Source: an optimization exercise on an open RTL-to-GDS flow (aim: a short achievable clock period and few clock cycles). Production flows keep margins and buffers that such runs may drop. The RTL was checked by simulation tests, not by an equivalence proof against the original design. Power figures rest on the tool's default switching activity, not on a simulated workload.

==> flow/config.mk <==
export PLATFORM = sky130hd
export DESIGN_NAME = lerc2_bs_stream
export DESIGN_NICKNAME = lerc2_bs_stream
export VERILOG_FILES = /design/flow/design.v
export SDC_FILE = /design/flow/constraint.sdc
export NUM_CORES = 4
export LEC_CHECK = 0
export ABC_CLOCK_PERIOD_IN_PS = 2500
export CAP_MARGIN = 20
export CELL_PAD_IN_SITES_DETAIL_PLACEMENT = 1
export CELL_PAD_IN_SITES_GLOBAL_PLACEMENT = 2
export CORE_MARGIN = 2
export CORE_UTILIZATION = 35
export PLACE_DENSITY = 0.55
export SETUP_SLACK_MARGIN = 5
export SLEW_MARGIN = 20
==> flow/constraint.sdc <==
create_clock -name core_clock -period 9.0 [get_ports {clk}]
set_input_delay 1.8000 -clock core_clock [delete_from_list [all_inputs] [get_ports {clk}]]
set_output_delay 1.8000 -clock core_clock [all_outputs]
set_load 0.01 [all_outputs]
==> flow/design.v <==
module lerc2_bs_stream (
    input  wire        clk,
    input  wire        rst,
    input  wire        start,
    output wire        start_ready,
    input  wire [31:0] total,
    input  wire [31:0] len,
    input  wire        in_valid,
    output wire        in_ready,
    input  wire [31:0] in_data,
    output wire        code_valid,
    input  wire        code_ready,
    output wire [31:0] code_data,
    output reg         done,
    output reg  [1:0]  err,
    output reg  [7:0]  err_arg
);
    localparam [1:0] E_OK = 2'd0, E_TRUNC = 2'd1, E_WIDTH = 2'd2, E_FIELD = 2'd3;
    localparam [1:0] P_A1 = 2'd0, P_A2 = 2'd1, P_B2 = 2'd2, P_STOP = 2'd3;
    reg         active;          
    reg         sr;              
    assign start_ready = sr;
    wire        accept = start && !active;
    reg [255:0] mem;
    reg [3:0]   wpw;             
    reg         in_rdy;
    assign in_ready = in_rdy;
    wire        wr = in_valid && in_rdy;
    wire [5:0]  wpb = {wpw, 2'b00};
    reg         q_end   [0:1];
    reg [5:0]   q_w     [0:1];
    reg         q_z     [0:1];   
    reg [31:0]  q_c     [0:1];
    reg         q_one   [0:1];   
    reg [8:0]   q_s     [0:1];   
    reg [31:0]  q_sh    [0:1];   
    reg [5:0]   q_p     [0:1];   
    reg [5:0]   q_p1    [0:1];
    reg [31:0]  q_m     [0:1];   
    reg [1:0]   q_err   [0:1];
    reg [7:0]   q_arg   [0:1];
    reg         q_rd, q_wr;      
    reg [1:0]   q_v;             
    wire        q_full  = q_v[0] && q_v[1];
    wire        q_ne    = q_v[0] || q_v[1];
    reg [1:0]   pst;
    reg         first;           
    reg [31:0]  rem;             
    reg [31:0]  left;            
    reg         lzero;           
    reg [31:0]  left_n;          
    reg [33:0]  gap;             
    reg [1:0]   wacc;            
    reg [5:0]   pp;              
    reg [31:0]  php;             
    reg [5:0]   hw;
    reg [31:0]  hc;
    reg         h0;              
    reg         hone;            
    reg         cgt;             
    reg [8:0]   hs;
    reg [31:0]  hm;
    reg [8:0]   xs9, xc9;        
    reg [39:0]  rsum, rcar;      
    reg [39:0]  gsum, gcar;      
    reg [31:0]  hsh;             
    reg [5:0]   hp, hp1;         
    reg [3:0]   hq, hq1;         
    reg [8:0]   pa;              
    reg         cv;              
    reg [7:0]   hb0;             
    reg         hbcz;            
    reg         hg1, hg5, hg9;   
    reg         tr;              
    wire [39:0] hb_mem;
    genvar gi, gk;
    generate
        for (gi = 0; gi < 40; gi = gi + 1) begin : g_hb
            wire [31:0] t;
            for (gk = 0; gk < 32; gk = gk + 1) begin : g_k
                assign t[gk] = php[gk] & mem[8 * ((gk + gi / 8) % 32) + gi % 8];
            end
            assign hb_mem[gi] = |t;
        end
    endgenerate
    wire        a_bsel = first && (wpw == 4'd1);
    wire        a_byp  = a_bsel && wr;
    wire [39:0] hb     = a_bsel ? {in_data[7:0], mem[31:0]} : hb_mem;
    wire [6:0]  hbw7 = {1'b0, hb[5:0]} + 7'd7;
    wire [3:0]  hq_n = ((hb[7:0] == 8'd0) ? 4'd4 : {1'b0, hbw7[5:3]}) + {1'b0, hb[5:3]};
    wire rem0   = (rem == 32'd0);
    wire rem_l5 = (rem < 32'd5);
    wire rem_l9 = (rem < 32'd9);
    wire [33:0] gap_e = gap + {30'd0, wacc, 2'b00};    
    wire gap1   = !gap_e[33] && (gap_e[32:0] >= 33'd1);
    wire gap5   = !gap_e[33] && (gap_e[32:0] >= 33'd5);
    wire gap9   = !gap_e[33] && (gap_e[32:0] >= 33'd9);
    function [12:0] a_dec;       
        input [7:0] b0;
        input       bcz;         
        input       g1, g5, g9;
        begin
            a_dec = 13'd0;
            if (lzero)
                a_dec = {1'b0, 1'b1, E_OK, 8'd0, 1'b0};
            else if (rem0)
                a_dec = {1'b0, 1'b1, E_TRUNC, 8'd0, 1'b0};
            else if (g1) begin
                if (b0 > 8'd32)
                    a_dec = {1'b0, 1'b1, E_WIDTH, b0, 1'b0};
                else if (rem_l5)
                    a_dec = {1'b0, 1'b1, E_TRUNC, 8'd0, 1'b0};
                else if (g5) begin
                    if (bcz)
                        a_dec = {1'b0, 1'b1, E_FIELD, 8'd13, 1'b0};
                    else if (b0 == 8'd0) begin
                        if (rem_l9)
                            a_dec = {1'b0, 1'b1, E_TRUNC, 8'd0, 1'b0};
                        else if (g9)
                            a_dec = {1'b1, 1'b0, E_OK, 8'd0, 1'b0};
                    end else
                        a_dec = {1'b1, 1'b0, E_OK, 8'd0, 1'b0};
                end
            end
        end
    endfunction
    wire [12:0] ad   = a_dec(hb0, hbcz, hg1, hg5, hg9);
    wire        a_go  = ad[12];
    wire        a_end = ad[11];
    wire [1:0]  a_err = ad[10:9];
    wire [7:0]  a_arg = ad[8:1];
    wire [39:0] m0 = hw[0] ? {8'd0, hc}         : 40'd0;
    wire [39:0] m1 = hw[1] ? {7'd0, hc, 1'b0}   : 40'd0;
    wire [39:0] m2 = hw[2] ? {6'd0, hc, 2'd0}   : 40'd0;
    wire [39:0] m3 = hw[3] ? {5'd0, hc, 3'd0}   : 40'd0;
    wire [39:0] m4 = hw[4] ? {4'd0, hc, 4'd0}   : 40'd0;
    wire [39:0] m5 = hw[5] ? {3'd0, hc, 5'd0}   : 40'd0;
    wire [39:0] sa = m0 ^ m1 ^ m2;
    wire [39:0] ca = {((m0 & m1) | (m0 & m2) | (m1 & m2)), 1'b0};
    wire [39:0] sb = m3 ^ m4 ^ m5;
    wire [39:0] cb = {((m3 & m4) | (m3 & m5) | (m4 & m5)), 1'b0};
    wire [39:0] sd = sa ^ ca ^ sb;
    wire [39:0] cd = {((sa & ca) | (sa & sb) | (ca & sb)), 1'b0};
    wire [39:0] se = sd ^ cd ^ cb;
    wire [39:0] ce = {((sd & cd) | (sd & cb) | (cd & cb)), 1'b0};
    wire [32:0] lmc = {1'b0, left} - {1'b0, hc};       
    function [79:0] csa3;        
        input [39:0] a, b, c;
        csa3 = {((a & b) | (a & c) | (b & c)) << 1, a ^ b ^ c};
    endfunction
    wire [39:0] kh  = 40'd6 - (h0 ? 40'd72 : 40'd40);
    wire [79:0] n1  = csa3(~m1, ~m2, ~m3);
    wire [79:0] n2  = csa3(n1[79:40], ~m4, ~m5);
    wire [79:0] r1  = csa3({5'd0, rem, 3'b000}, kh, ~m0);
    wire [79:0] r2  = csa3(r1[39:0], r1[79:40], n1[39:0]);
    wire [79:0] r3  = csa3(r2[39:0], r2[79:40], n2[39:0]);
    wire [79:0] r4  = csa3(r3[39:0], r3[79:40], n2[79:40]);
    wire [79:0] g1  = csa3({{3{gap[33]}}, gap, 3'b000}, kh, ~m0);
    wire [79:0] g2  = csa3(g1[39:0], g1[79:40], n1[39:0]);
    wire [79:0] g3  = csa3(g2[39:0], g2[79:40], n2[39:0]);
    wire [79:0] g4  = csa3(g3[39:0], g3[79:40], n2[79:40]);
    wire [6:0]  hw7  = {1'b0, hw} + 7'd7;
    wire [2:0]  ho   = h0 ? 3'd4 : hw7[5:3];
    wire [8:0]  hs_n = {pp + {3'd0, ho}, hw7[2:0]};
    function [31:0] rotl;        
        input [31:0] v;
        input [2:0]  k;
        case (k)
        3'd0:    rotl = v;
        3'd1:    rotl = {v[30:0], v[31]};
        3'd2:    rotl = {v[29:0], v[31:30]};
        3'd3:    rotl = {v[28:0], v[31:29]};
        default: rotl = {v[27:0], v[31:28]};
        endcase
    endfunction
    wire [39:0] r_t = rsum + rcar;
    wire [39:0] g_t = gsum + gcar;
    wire [8:0]  pn  = pa + xs9 + xc9;
    wire        c_ok  = !cgt && !tr;
    reg         bv;              
    reg         bsp;             
    reg [5:0]   bw;
    reg [2:0]   bwh, bwh1, bwl;  
    reg [5:0]   ep, ep1;         
    reg         bz;              
    reg [31:0]  bcnt;
    reg         bone;            
    reg [31:0]  bm;
    reg [8:0]   es;              
    reg [31:0]  fbh;             
    reg         end_pend;
    reg [1:0]   end_err;
    reg [7:0]   end_arg;
    reg         x1v;
    reg [39:0]  x1d;
    reg [2:0]   x1sh;
    reg [31:0]  x1m;
    reg         x1z;             
    reg         ov, sv;
    reg [31:0]  od, sd_r;
    assign code_valid = ov;
    assign code_data  = od;
    wire [5:0] fb    = es[8:3];                  
    reg        avr;              
    wire       room  = !(x1v && ov && sv);       
    wire       fire  = bv && (!bsp || c_ok) && room && (bz || avr);
    wire       last  = fire && bone;
    wire       slot_free = !bv || last;
    wire       h_end = q_end[q_rd];
    wire       c_go  = cv && !q_full;
    wire       load_q   = slot_free && q_ne && !h_end;
    wire       load_b2  = slot_free && !q_ne && (pst == P_B2);   
    wire       take_end = slot_free && q_ne && h_end && !end_pend;
    wire       q_pop  = load_q || take_end;
    wire       a1_ld  = ((pst == P_A1) && (!cv || c_go)) || (pst == P_A2);
    wire       a_push = (pst == P_A2) && a_end && !q_full;
    wire       c_push = c_go && !(bsp && c_ok);
    wire       q_push = a_push || c_push;
    wire [39:0] xw;
    generate
        for (gi = 0; gi < 40; gi = gi + 1) begin : g_xw
            wire [31:0] t;
            for (gk = 0; gk < 32; gk = gk + 1) begin : g_k
                assign t[gk] = fbh[gk] & mem[8 * ((gk + gi / 8) % 32) + gi % 8];
            end
            assign xw[gi] = |t;
        end
    endgenerate
    wire [39:0] x1n  = {xw[7:0], xw[15:8], xw[23:16], xw[31:24], xw[39:32]};
    wire [39:0] xsh  = x1d >> x1sh;
    wire [31:0] code = x1z ? {x1d[7:0], x1d[15:8], x1d[23:16], x1d[31:24]}
                           : (xsh[31:0] & x1m);
    wire [3:0]  elo = {1'b0, es[2:0]} + {1'b0, bwl};
    wire        ec  = elo[3];
    wire [8:0]  es_f = {ec ? ep1 : ep, elo[2:0]};
    wire [31:0] fbh_f = ec ? rotl(fbh, bwh1) : rotl(fbh, bwh);
    wire [5:0]  epa = ep + {3'd0, bwh};
    wire [5:0]  epb = epa + 6'd1;
    wire [5:0]  epc = epa + 6'd2;
    wire [8:0]  es_n = load_q ? q_s[q_rd] : load_b2 ? hs : fire ? es_f : es;
    function av;                 
        input [5:0] w, f;
        reg   [5:0] d;
        begin
            d  = w - f - 6'd5;
            av = !d[5];
        end
    endfunction
    wire [3:0] av0 = {av(wpb, q_s[q_rd][8:3]), av(wpb, hs[8:3]),
                      ec ? av(wpb, ep1) : av(wpb, ep), av(wpb, fb)};
    wire [3:0] av1 = {av(wpb + 6'd4, q_s[q_rd][8:3]), av(wpb + 6'd4, hs[8:3]),
                      ec ? av(wpb + 6'd4, ep1) : av(wpb + 6'd4, ep), av(wpb + 6'd4, fb)};
    wire [3:0] avw = wr ? av1 : av0;
    wire       avr_n = load_q ? avw[3] : load_b2 ? avw[2] : fire ? avw[1] : avw[0];
    wire [5:0] sp_w  = wpb + 6'd4 - fb;
    wire [5:0] sp_nw = wpb - fb;
    always @(posedge clk) begin
        if (rst) begin
            active   <= 1'b0;
            sr       <= 1'b1;
            wpw      <= 4'd0;
            in_rdy   <= 1'b0;
            q_rd     <= 1'b0;
            q_wr     <= 1'b0;
            q_v      <= 2'd0;
            pst      <= P_STOP;
            cv       <= 1'b0;
            first    <= 1'b0;
            rem      <= 32'd0;
            left     <= 32'd0;
            lzero    <= 1'b1;
            gap      <= 34'd0;
            wacc     <= 2'd0;
            pp       <= 6'd0;
            php      <= 32'd1;
            bv       <= 1'b0;
            bsp      <= 1'b0;
            es       <= 9'd0;
            avr      <= 1'b0;
            fbh      <= 32'd1;
            end_pend <= 1'b0;
            x1v      <= 1'b0;
            ov       <= 1'b0;
            sv       <= 1'b0;
            done     <= 1'b0;
            err      <= E_OK;
            err_arg  <= 8'd0;
        end else begin
            done <= 1'b0;
            if (wr) begin
                mem[{wpw[2:0], 5'd0} +: 32] <= in_data;
                wpw <= wpw + 4'd1;
            end
            if (active)
                in_rdy <= wr ? (sp_w <= 6'd28) : (sp_nw <= 6'd28);
            if (a1_ld) begin
                hb0  <= hb[7:0];
                hw   <= hb[5:0];
                hc   <= hb[39:8];
                h0   <= (hb[7:0] == 8'd0);
                hbcz <= (hb[39:8] == 32'd0);
                hq   <= hq_n;
                hq1  <= hq_n + 4'd1;
                hg1  <= gap1 || a_byp;
                hg5  <= gap5 || a_byp;
                hg9  <= gap9;
            end
            if (pst == P_A1 && (!cv || c_go))
                pst <= P_A2;
            if (pst == P_A2) begin
                if (a_go) begin
                    pst   <= P_B2;
                    first <= 1'b0;
                end else if (a_push) begin
                    pst   <= P_STOP;
                end
            end
            if (pst == P_A2) begin
                xs9    <= se[8:0];
                xc9    <= ce[8:0];
                rsum   <= r4[39:0];
                rcar   <= r4[79:40];
                gsum   <= g4[39:0];
                gcar   <= g4[79:40];
                cgt    <= lmc[32];
                left_n <= lmc[31:0];
                hone   <= (hc == 32'd1);
                hs     <= hs_n;
                hsh    <= rotl(php, ho);
                hp     <= pp + {2'd0, hq};
                hp1    <= pp + {2'd0, hq1};
                hm     <= h0 ? 32'd0 : (32'hFFFF_FFFF >> (6'd32 - hw));
                pa     <= {pp + (h0 ? 6'd9 : 6'd5), 3'b111};
            end
            if (pst == P_B2) begin
                rem   <= r_t[34:3];
                tr    <= r_t[39];
                left  <= left_n;
                lzero <= (left_n == 32'd0);
                pp    <= pn[8:3];
                php   <= 32'd1 << pn[7:3];
                gap   <= g_t[36:3];
                wacc  <= wacc + {1'b0, wr};
                cv    <= 1'b1;
                pst   <= P_A1;
            end else if (pst == P_A2 && a_go) begin
                wacc  <= wacc + {1'b0, wr};
            end else begin
                gap  <= gap + {30'd0, wacc, 2'b00};
                wacc <= {1'b0, wr};
            end
            if (c_go) begin
                cv <= 1'b0;
                if (!c_ok) pst <= P_STOP;
            end
            if (!q_full) begin
                q_end[q_wr] <= !cv || !c_ok;
                q_w[q_wr]   <= hw;
                q_z[q_wr]   <= h0;
                q_c[q_wr]   <= hc;
                q_one[q_wr] <= hone;
                q_s[q_wr]   <= hs;
                q_sh[q_wr]  <= hsh;
                q_p[q_wr]   <= hp;
                q_p1[q_wr]  <= hp1;
                q_m[q_wr]   <= hm;
                q_err[q_wr] <= !cv ? a_err : (cgt ? E_FIELD : E_TRUNC);
                q_arg[q_wr] <= !cv ? a_arg : (cgt ? 8'd13 : 8'd0);
            end
            if (q_push) q_wr <= !q_wr;
            if (q_pop)  q_rd <= !q_rd;
            if (q_pop)  q_v[q_rd] <= 1'b0;
            if (q_push) q_v[q_wr] <= 1'b1;
            if (fire) begin
                bcnt <= bcnt - 32'd1;
                bone <= (bcnt == 32'd2);
            end
            if (room) begin
                x1d  <= x1n;
                x1sh <= ~es[2:0];
                x1m  <= bm;
                x1z  <= bz;
            end
            es  <= es_n;
            avr <= avr_n;
            fbh <= load_q ? q_sh[q_rd] : load_b2 ? hsh : fire ? fbh_f : fbh;
            if (load_q) begin
                ep  <= q_p[q_rd];
                ep1 <= q_p1[q_rd];
            end else if (load_b2) begin
                ep  <= hp;
                ep1 <= hp1;
            end else if (fire) begin
                ep  <= ec ? epb : epa;
                ep1 <= ec ? epc : epb;
            end
            if (slot_free) begin
                if (q_ne) begin
                    bw   <= q_w[q_rd];
                    bwh  <= q_w[q_rd][5:3];
                    bwh1 <= q_w[q_rd][5:3] + 3'd1;
                    bwl  <= q_w[q_rd][2:0];
                    bz   <= q_z[q_rd];
                    bcnt <= q_c[q_rd];
                    bone <= q_one[q_rd];
                    bm   <= q_m[q_rd];
                end else begin
                    bw   <= hw;
                    bwh  <= hw[5:3];
                    bwh1 <= hw[5:3] + 3'd1;
                    bwl  <= hw[2:0];
                    bz   <= h0;
                    bcnt <= hc;
                    bone <= hone;
                    bm   <= hm;
                end
                bv  <= load_q || load_b2;
                bsp <= load_b2;
            end
            if (cv) begin
                bsp <= 1'b0;
                if (bsp && !c_ok) bv <= 1'b0;
            end
            if (take_end) begin
                end_pend <= 1'b1;
                end_err  <= q_err[q_rd];
                end_arg  <= q_arg[q_rd];
            end
            if (ov && !code_ready) begin
                if (x1v && !sv) begin
                    sd_r <= code;
                    sv   <= 1'b1;
                    x1v  <= fire;
                end else begin
                    x1v  <= x1v || fire;
                end
            end else if (sv) begin
                od <= sd_r;
                ov <= 1'b1;
                if (x1v) begin
                    sd_r <= code;
                    x1v  <= fire;
                end else begin
                    sv   <= 1'b0;
                    x1v  <= fire;
                end
            end else if (x1v) begin
                od  <= code;
                ov  <= 1'b1;
                x1v <= fire;
            end else begin
                ov  <= 1'b0;
                x1v <= fire;
            end
            if (active && end_pend && !x1v && !sv && (!ov || code_ready)) begin
                done     <= 1'b1;
                err      <= end_err;
                err_arg  <= end_arg;
                active   <= 1'b0;
                sr       <= 1'b1;
                in_rdy   <= 1'b0;
                pst      <= P_STOP;
                cv       <= 1'b0;
                bv       <= 1'b0;
                bsp      <= 1'b0;
                end_pend <= 1'b0;
            end
            if (accept) begin
                active   <= 1'b1;
                sr       <= 1'b0;
                in_rdy   <= 1'b1;
                wpw      <= 4'd0;
                q_rd     <= 1'b0;
                q_wr     <= 1'b0;
                q_v      <= 2'd0;
                pst      <= P_A1;
                cv       <= 1'b0;
                first    <= 1'b1;
                rem      <= len;
                left     <= total;
                lzero    <= (total == 32'd0);
                gap      <= 34'd0;
                wacc     <= 2'd0;
                pp       <= 6'd0;
                php      <= 32'd1;
                bv       <= 1'b0;
                bsp      <= 1'b0;
                es       <= 9'd0;
                avr      <= 1'b0;
                fbh      <= 32'd1;
                end_pend <= 1'b0;
            end
        end
    end
endmodule
==> flow/run.sh <==
#!/bin/bash
# synth_recipe.tcl (not shown) runs the flow's synth.tcl, then flattens the netlist and writes it again
# the make line also repeats each setting of config.mk as NAME=value (left out here)
make -C /OpenROAD-flow-scripts/flow DESIGN_CONFIG=/design/flow/config.mk WORK_HOME=/design/flow/orfs CLKGATE_MAP_FILE= SYNTH_SCRIPT=/design/flow/synth_recipe.tcl finish
==> summary.md <==
| Metric | Value |
|---|---|
| R2r startpoint | php[0] |
| Ys flop type | edfxtp_1 |
| Die area | 252000 um2 |
| Synth top area cells | edfxtp_1 (38%), a22oi_1 (7.1%), fa_1 (6.5%), dfxtp_1 (4.9%), ha_1 (3.7%) |
| Cell Pwr Density | 221 nW/um2 |
| Post-synthesis sequential area ratio | 42.8% |
| Cell area after synthesis | 86900 um2 |
| Via count of the first global-routing pass | 79275 |
| Critical Path AT | 4650 ps |
| Crit Reg-Reg Endpoint | hq1[3] |
| Main combinational cell family by area after synthesis | compound AO/OA/AOI/OAI gates |
| Synth Area in XOR/XNOR | 2.05% |
| Clock Path Buffers | 3 |
| Synth unique cells | 97 |
| CTS sink count | 1311 |
| Clock transition at path regs | 60 ps |
| Layout cells sized above 1 | 10.2% |
| Crit Path Max Fanout | 19 |
| Leading area contributor after synthesis | edfxtp_1 |
| DRT Pass-1 Iters | 8 |
| Initial antenna violation count | 43 |
| Final worst-path cycle share | 45.2% |
| EDFF count, synth | 1097 |
| P_leak | 34.7 nW |
| Post-synthesis mux area share | 5.16% |
| Required time of the critical path | 9590 ps |
| Synth-to-layout area growth | 12.0% |
| Crit path from | php[0] |
| Fmax achieved | 246 MHz |
| All-layer global routing usage | 33.8% |
| CTS Root Cell | clkbuf_16 |
| Total Neg Setup Slack | 0 ps |
| Reg2Reg Depth | 14 |
| H-tree Lvls | 4 |
| Initial drt markers | 10063 |
| Worst reg-to-reg setup slack | 4940 ps |
| Startpoint Class | flop |
| Nets | 8903 |
| Hold crit path type | reg2reg |
| Worst-Margin Slew | 1220 ps |
| Residual DRC | 0 |
| WL/cell | 37.1 um |
| DR vias/cell | 6.57 |
| Antenna viol nets, final | 0 |
| Clk latency of the worst-skew pair | 900 ps |
| Post-detail-place hpwl | 279000 um |
| Syn_nets | 9267 |
| CTS Buf Count | 166 |
| Final WL | 436000 um |
| Compound-cell area share of the yosys netlist | 21.8% |
| Worst Skew | 91.5 ps |
| Worst Setup End Kind | flop |
| Gpl congestion | 0.892 |
| Pin count of the biggest net entering global routing | 155 |
| Post-synth ARST share | 0% |
| Post-CTS Hold Buffers | 0 |
| Endpoints failing hold | 0 |
| Grt ovf | 0 |
| Peak VDD IR | 0.000177 V |
| RSZ-0062 raised after global routing | yes |
| Routed vias | 77128 |
| Synth Register Bits | 1311 |
| Yosys top cell area share | 37.9% |
| Mapped Cells | 8626 |
| # IOs | 147 |
| Pwr Total | 0.0215 W |
| Num rows | 182 |
| Setup-failing EPs final | 0 |
| Outcome | complete, no violations |
| Final Max Tran Viols | 0 |
| Die H | 502 um |
| Mean cell area of the mapped netlist | 10.1 um2 |
| Top cells by count, synth | edfxtp_1 (1097), a22oi_1 (819), nand2_1 (744) |
| TritonCTS clock tree | yes |
| Most common cell in the netlist | edfxtp_1 |
| Yosys Warn Count | 1 |
| Core area | 246000 um2 |
| Post-Synth Simple-Gate Area | 11.3% |
| I/O Buffers | 146 |
| CP Capture Point | hq1[3] |
| Synth Area in Adders | 10.2% |
| Max cap viols | 0 |
| First-pass GRT wire length | 615000 um |
| Crit Path Category | reg2reg |
| Max-slew headroom | 18.9% |
| Die X | 502 um |
| Final Critical Period | 4060 ps |
| Initial core utilization | 35.3% |
-- worst max-delay path: stages, from the launching register on --
cell and delay [ps]:
dfxtp_2 450, buf_4 320, buf_4 340, a22o_1 250, a221oi_1 200, nand4_1 200
nor3_1 310, a21oi_2 210, nor4_1 350, nand2_1 110, o21ai_0 190, ha_1 300
xnor2_2 280, nand3_1 130, xnor2_1 130
-- cell families (layout without fill, tap and decap cells) --
kind of cell / Yosys count / after routing
XOR/XNOR: 203 / 203
other: 0 / 28
buffers and inverters: 1523 / 1294
adder cells (fa/ha/maj): 540 / 540
AND/OR/NAND/NOR: 2049 / 2051
multiplexers: 358 / 358
flip-flops: 1311 / 1311
AO/OA/AOI/OAI: 2642 / 2642
-- per-layer routing --
metal  wire (um)  vias to the layer above  track usage (%)
met1      172000                    39231             42.8
li1            -                    31698                -
met4       27800                       24             17.6
met5         451                        -           0.0772
met3       37600                     1567             7.81
met2      198000                     4608             53.8
-- report_power, final --
| part | internal [W] | total (W) | switching [W] | leakage (nW) |
|---|---|---|---|---|
| registers | 0.00744 | 0.00804 | 0.000606 | 11.9 |
| clock network | 0.00403 | 0.00702 | 0.00299 | 2.78 |
| logic | 0.00232 | 0.00643 | 0.00411 | 20.0 |
| total | 0.0138 | 0.0215 | 0.00770 | 34.7 |
-- layout by cell type (no fill, tap or decap), drive strengths merged, types with 66 or more instances in the layout --
cell / instances
nand3: 155
edfxtp: 1097
buf: 238
nor2: 406
nor2b: 66
dfxtp: 214
fa: 283
a22o: 353
nand2b: 69
a221oi: 239
xnor2: 150
mux2: 118
a211oi: 110
nand2: 746
inv: 606
o21ai: 421
clkbuf: 207
nor3: 131
a22oi: 819
a21oi: 304
clkdlybuf4s50: 145
mux2i: 180
clkinv: 74
nand4: 230
ha: 257
-- final cells by class --
cell class | count | area (um2)
antenna | 28 | 70.1
multi-input combinational | 5794 | 44300
sequential | 1311 | 37400
tap | 3312 | 4140
inverter | 606 | 2280
timing repair buffer | 383 | 3360
fill | 27005 | 149000
clock inverter | 98 | 1230
clock buffer | 207 | 4500
-- worst min path at each step --
stage                     endpoint    from  slack [ps]  depth (start not counted)
after floorplan             x1m[0]   bm[0]         400                          0
after global placement      x1m[7]   bm[7]         410                          0
after detailed placement    x1m[8]   bm[8]         410                          0
after CTS                  x1m[25]  bm[25]         420                          0
after global routing       x1m[25]  bm[25]         430                          0
final                      x1m[25]  bm[25]         420                          0
-- registers in the layout, summed over array words and instances, names as in the netlist, 34 cells and up, named ones only --
register,count
gap,34
gcar,35
gsum,36
mem,256
q_c,64
q_m,64
q_sh,64
rcar,35
rsum,35
x1d,39
-- stage by stage --
stage	cells	utilization, %	worst slack [ps]	area, um2	hold WS (ps)
6_report	11739	39.5	4940	97300	419
2_1_floorplan	8626	-	2370	86900	400
5_1_grt	11732	39.5	4840	97300	425
3_5_place_dp	11390	37.0	4130	91100	406
4_1_cts	11698	39.4	4860	97000	420
3_3_place_gp	11390	37.0	4220	91100	406
-- repair_timing --
action,in CTS,in global routing
gates resized for setup,26,21
gates cloned,0,2
buffers inserted,3,11
endpoints found under the setup margin,82,98
pin swaps,1,0
Testbench counts, summed over its fixed seeds: cycles 26,314.

afterwards: timing with drivers on the ports:
The results above use ideal ports. As a check the final layout listed here was re-extracted and re-timed, cells and wires unchanged. Step 1 (the two cells are an assumption about what drives the block):
set clk [get_ports {clk}]
set_driving_cell -lib_cell sky130_fd_sc_hd__clkbuf_16 $clk
set_driving_cell -lib_cell sky130_fd_sc_hd__buf_2 [delete_from_list [all_inputs] $clk]
Step 2 moves the port delays by t, midway between the first and last clock arrival at a register: inputs arrive t later, outputs are due t later. That takes back most of the time a late clock gives input paths. Slacks: ideal / step 1 / step 2; pairs: ideal / step 1.
t, ns: 0.953
slack for setup (ns): 4.936 / 4.936 / 4.273
clock arrival spread, ns: 0.092 / 0.092
After both steps this run still meets setup and hold. The setup slack of this run moves by 0.000 ns with the drivers and by -0.663 ns with both steps.
